From an optimization exercise on the open Yosys and OpenROAD flow, aimed at small area; shortcuts taken in it are not production practice. In this exercise RTL edits were held to simulation tests only and were not proved equivalent to the original. No driver is modelled on the clock port, so clock power and skew are understated where the tree is cut down; a real chip needs a root buffer or a tree. Power and IR drop assume default switching activity.

// relay_spi_ctrl
module relay_spi_ctrl (
    input  wire         clk,
    input  wire         rst,           
    input  wire         tick,          
    input  wire         req_valid,
    output wire         req_ready,
    input  wire [3:0]   req_op,
    input  wire         req_board_given,
    input  wire [7:0]   req_board,
    input  wire [7:0]   req_relay,
    output wire         resp_valid,
    output wire [1:0]   resp_err,
    output wire [6:0]   resp_state,
    output wire [159:0] resp_id,
    output reg  [4:0]   resp_id_len,
    output wire         fs,
    output reg          fs_oe,
    output wire         spi_cs_n,
    output wire         spi_sclk,
    output wire         spi_mosi,
    input  wire         spi_miso
);
Size in the first run: ~450 cells after synthesis, roughly 210 I/O pins.
==> module relay_spi_ctrl, before the edit <==
module relay_spi_ctrl (
    input  wire         clk,
    input  wire         rst,           
    input  wire         tick,          
    input  wire         req_valid,
    output wire         req_ready,
    input  wire [3:0]   req_op,
    input  wire         req_board_given,
    input  wire [7:0]   req_board,
    input  wire [7:0]   req_relay,
    output wire         resp_valid,
    output wire [1:0]   resp_err,
    output wire [6:0]   resp_state,
    output wire [159:0] resp_id,
    output reg  [4:0]   resp_id_len,
    output wire         fs,
    output reg          fs_oe,
    output wire         spi_cs_n,
    output wire         spi_sclk,
    output wire         spi_mosi,
    input  wire         spi_miso
);
    localparam ST_IDLE = 3'b000, ST_SETTLE = 3'b001, ST_RESP_OK = 3'b010, ST_RESP_ERR = 3'b011,
               ST_WAIT = 3'b100, ST_XFER = 3'b101, ST_TAIL = 3'b110, ST_TICK = 3'b111;
    reg  [2:0]   st;
    reg          def_ok;
    reg  [2:0]   def_board;
    reg  [2:0]   cmd;           
    reg          board2;        
    reg  [4:0]   n;             
    reg          rxb;           
    reg          nz;            
    reg  [159:0] ring;
    wire [4:0]   p20;
    wire [2:0]   p8;
    wire         pend, rend;
    relay_spi_xfer u_time (
        .clk (clk),
        .rst (rst),
        .p20 (p20),
        .p8  (p8),
        .pend(pend),
        .rend(rend)
    );
    wire [1:0] err;
    relay_encoder u_enc (
        .op         (req_op),
        .is_open    (fs_oe),
        .board_given(req_board_given),
        .board_arg  (req_board),
        .def_ok     (def_ok),
        .def_big    (def_board[0]),
        .relay      (req_relay),
        .err        (err)
    );
    wire xfer     = (st == ST_XFER);
    wire tail     = (st == ST_TAIL);
    wire in_frame = (n[4:2] == 3'd0);         
    wire [2:0] board = (req_board_given || req_op[2:0] == 3'd7) ? req_board[2:0] : def_board;
    assign req_ready  = !st[2] && (st[1] || !st[0]);
    assign resp_valid = !st[2] && st[1];
    assign resp_err   = {2{st[0]}} & resp_id_len[1:0];
    assign fs         = st[2];
    assign spi_cs_n   = !(xfer || tail);
    assign spi_sclk   = xfer && p20[4];
    reg [7:0] opcode;
    always @(*) begin
        case (cmd)
            3'd0: opcode = 8'h10;
            3'd1: opcode = 8'h11;
            3'd2: opcode = 8'h12;
            3'd3: opcode = 8'h60;
            3'd4: opcode = 8'h61;
            3'd5: opcode = 8'h62;
            3'd6: opcode = 8'h14;
            default: opcode = 8'h01;
        endcase
    end
    reg [7:0] fbyte;
    always @(*) begin
        case (n[1:0])
            2'd0: fbyte = {5'b00011, board2, resp_id_len[4:3]};
            2'd1: fbyte = opcode;
            2'd2: fbyte = {5'b00000, resp_id_len[2:0]};
            default: fbyte = 8'h00;
        endcase
    end
    assign spi_mosi = in_frame && fbyte[~p8];
    wire done = (n[4] && n[3]) || (n[4:1] == 4'b0010 && (n[0] ? !cmd[0] : !(cmd[2] && cmd[1])));
    wire last_byte = (n[4:2] != 3'd0) || (n[1:0] == 2'd3);
    wire wr = (p20 == resp_id_len);
    always @(posedge clk)
        ring <= {ring[158:0], wr ? rxb : ring[159]};
    genvar s, j;
    generate
        for (s = 0; s < 20; s = s + 1) begin : g_slot
            for (j = 0; j < 8; j = j + 1) begin : g_bit
                assign resp_id[8*s + 7 - j] = ring[159 - ((20*(j+1) + s) % 160)];
            end
        end
    endgenerate
    assign resp_state = resp_id[6:0];
    always @(posedge clk) begin
        if (xfer && pend) begin
            rxb <= spi_miso;
            nz  <= (p8 == 3'd0) ? spi_miso : (nz || spi_miso);
        end
    end
    always @(posedge clk) begin
        if (req_ready && !fs_oe) begin
            def_ok    <= req_board_given && (req_board[7:3] == 5'd0);
            def_board <= {req_board[2:1], (req_board_given && req_board[7:3] == 5'd0) ? req_board[0] : req_board_given};
        end
    end
    always @(posedge clk) begin
        if (rst) begin
            st    <= ST_IDLE;
            fs_oe <= 1'b0;
        end else if (req_ready) begin
            st          <= ST_IDLE;
            cmd         <= req_op[2:0];
            n           <= 5'd0;
            board2      <= board[2];
            resp_id_len <= {board[1:0], req_relay[2], (err != 2'd0) ? err : req_relay[1:0]};
            if (req_valid) begin
                if (err != 2'd0) begin
                    st  <= ST_RESP_ERR;
                end else if (req_op == 4'd8) begin
                    fs_oe     <= 1'b1;
                    st        <= ST_SETTLE;
                end else if (req_op == 4'd9) begin
                    fs_oe <= 1'b0;
                    st    <= ST_RESP_OK;
                end else begin
                    st <= ST_WAIT;
                end
            end
        end else begin
            case (st)
                ST_SETTLE: if (tick) begin
                    n <= n + 1'b1;
                    if (n[3] && n[0]) st <= ST_RESP_OK;        
                end
                ST_WAIT: if (rend) st <= done ? ST_RESP_OK : ST_XFER;
                ST_XFER: if (rend) begin
                    n <= n + 1'b1;
                    if (last_byte) st <= ST_TAIL;
                end
                ST_TAIL: if (pend) begin
                    if (n == 5'd4)
                        resp_id_len <= 5'd0;
                    else if (nz)
                        resp_id_len <= resp_id_len + 1'b1;
                    st <= ST_TICK;
                end
                ST_TICK: if (tick) st <= ST_WAIT;
                default: st <= ST_IDLE;
            endcase
        end
    end
endmodule
clock: 20.0 ns
lec_check: 0
abc_area: 1
cap_margin: 20
core_margin: 2
core_utilization: 75
place_density: 0.88
slew_margin: 20
standard.sh (not shown) runs the stock make flow with config.mk's settings and CLKGATE_MAP_FILE= SYNTH_SCRIPT=/design/flow/synth_recipe.tcl, a recipe that flattens the netlist after the stock synthesis.
==> flow/flow/run.sh <==
#!/bin/bash
# The standard layout with these changes: the logic mapped again for area after
# floorplan (post_floorplan.tcl), port buffers of the smallest buffer cell, the
# logic downsized before clock tree synthesis (pre_cts.tcl), and a clock tree of
# 11 balanced clkbuf_8 leaves under one clkbuf_4 root (post_cts.tcl). Each
# tool's output goes to its own log in this folder.
set -euo pipefail
export BUFFER_PORTS_ARGS="-buffer_cell sky130_fd_sc_hd__buf_1"
export CTS_ARGS="-sink_clustering_enable -repair_clock_nets -dont_use_dummy_load -buf_list sky130_fd_sc_hd__clkbuf_8"
export POST_FLOORPLAN_TCL="$PWD/flow/post_floorplan.tcl"
export PRE_CTS_TCL="$PWD/flow/pre_cts.tcl"
export POST_CTS_TCL="$PWD/flow/post_cts.tcl"
bash standard.sh synth > make_synth.log 2>&1
bash standard.sh finish > make_finish.log 2>&1
cp -r orfs/logs/* . 2>/dev/null || true
Other scripts of this flow, unchanged in this note and not shown: flow/flow/cts_manual.tcl, flow/flow/downsize.tcl, flow/flow/halfadd.tcl, flow/flow/post_cts.tcl, flow/flow/post_floorplan.tcl, flow/flow/pre_cts.tcl
==> next run, changes <==
--- a/flow/design.v
+++ b/flow/design.v
@@ -191,13 +191,13 @@
                 ST_WAIT: if (rend) st <= done ? ST_RESP_OK : ST_XFER;
                 ST_XFER: if (rend) begin
                     n <= n + 1'b1;
                     if (last_byte) st <= ST_TAIL;
                 end
                 ST_TAIL: if (pend) begin
-                    if (n == 5'd4)
+                    if (n[4:3] == 2'd0 && n[1:0] == 2'd0)    
                         resp_id_len <= 5'd0;
                     else if (nz)
                         resp_id_len <= resp_id_len + 1'b1;
                     st <= ST_TICK;
                 end
                 ST_TICK: if (tick) st <= ST_WAIT;
=> The new run finished with timing, DRC and antenna clean. Sequential power stays flat. Worst hold slack loses 0.0087 ns. Routed wire length drops by roughly a tenth. Combinational power barely changes. Final cell count drops slightly. Utilization drops by 0.20 points. Total power drops slightly. Synthesized cell count drops by a few percent. Via count drops by a few percent. Register-to-register slack gains 0.07 ns. Clock power hardly moves. Maximum frequency drops by a few percent. Global-route usage drops by 5.8 points. Area after synthesis does not change.
In every run of this note, the design's own scripts or RTL, not TritonCTS, make the clock network.

-- port drivers added, routing unchanged --
The flow's constraints put no driver on any port. The routed layouts listed below were extracted and timed again, unchanged, in two steps.
Step 1: set_driving_cell puts a clkbuf_16 on clk and a buf_2 on each other input, an assumption about the parent block.
Step 2 adds t to the input delays and takes it off the output delays; t is the mean of the earliest and latest rising clock arrival at the registers after step 1. Input paths then give back, and output paths get back, about the clock's delay inside the block.
Slacks: ideal / step 1 / step 2; pairs: ideal / step 1.
| run | shift t [ns] | slack for setup (ns) | worst register clock-pin slew, ns | pins driven straight from the clock port |
|---|---|---|---|---|
| the first run | 0.573 | 13.646 / 13.615 / 13.318 | 0.11 / 0.11 | 1 |
| the second run | 0.538 | 13.405 / 13.416 / 12.877 | 0.11 / 0.11 | 1 |
After both steps every run listed still meets setup and hold. For the second run, which loses most, drivers alone change the setup slack by +0.011 ns; drivers and shift together by -0.528 ns.
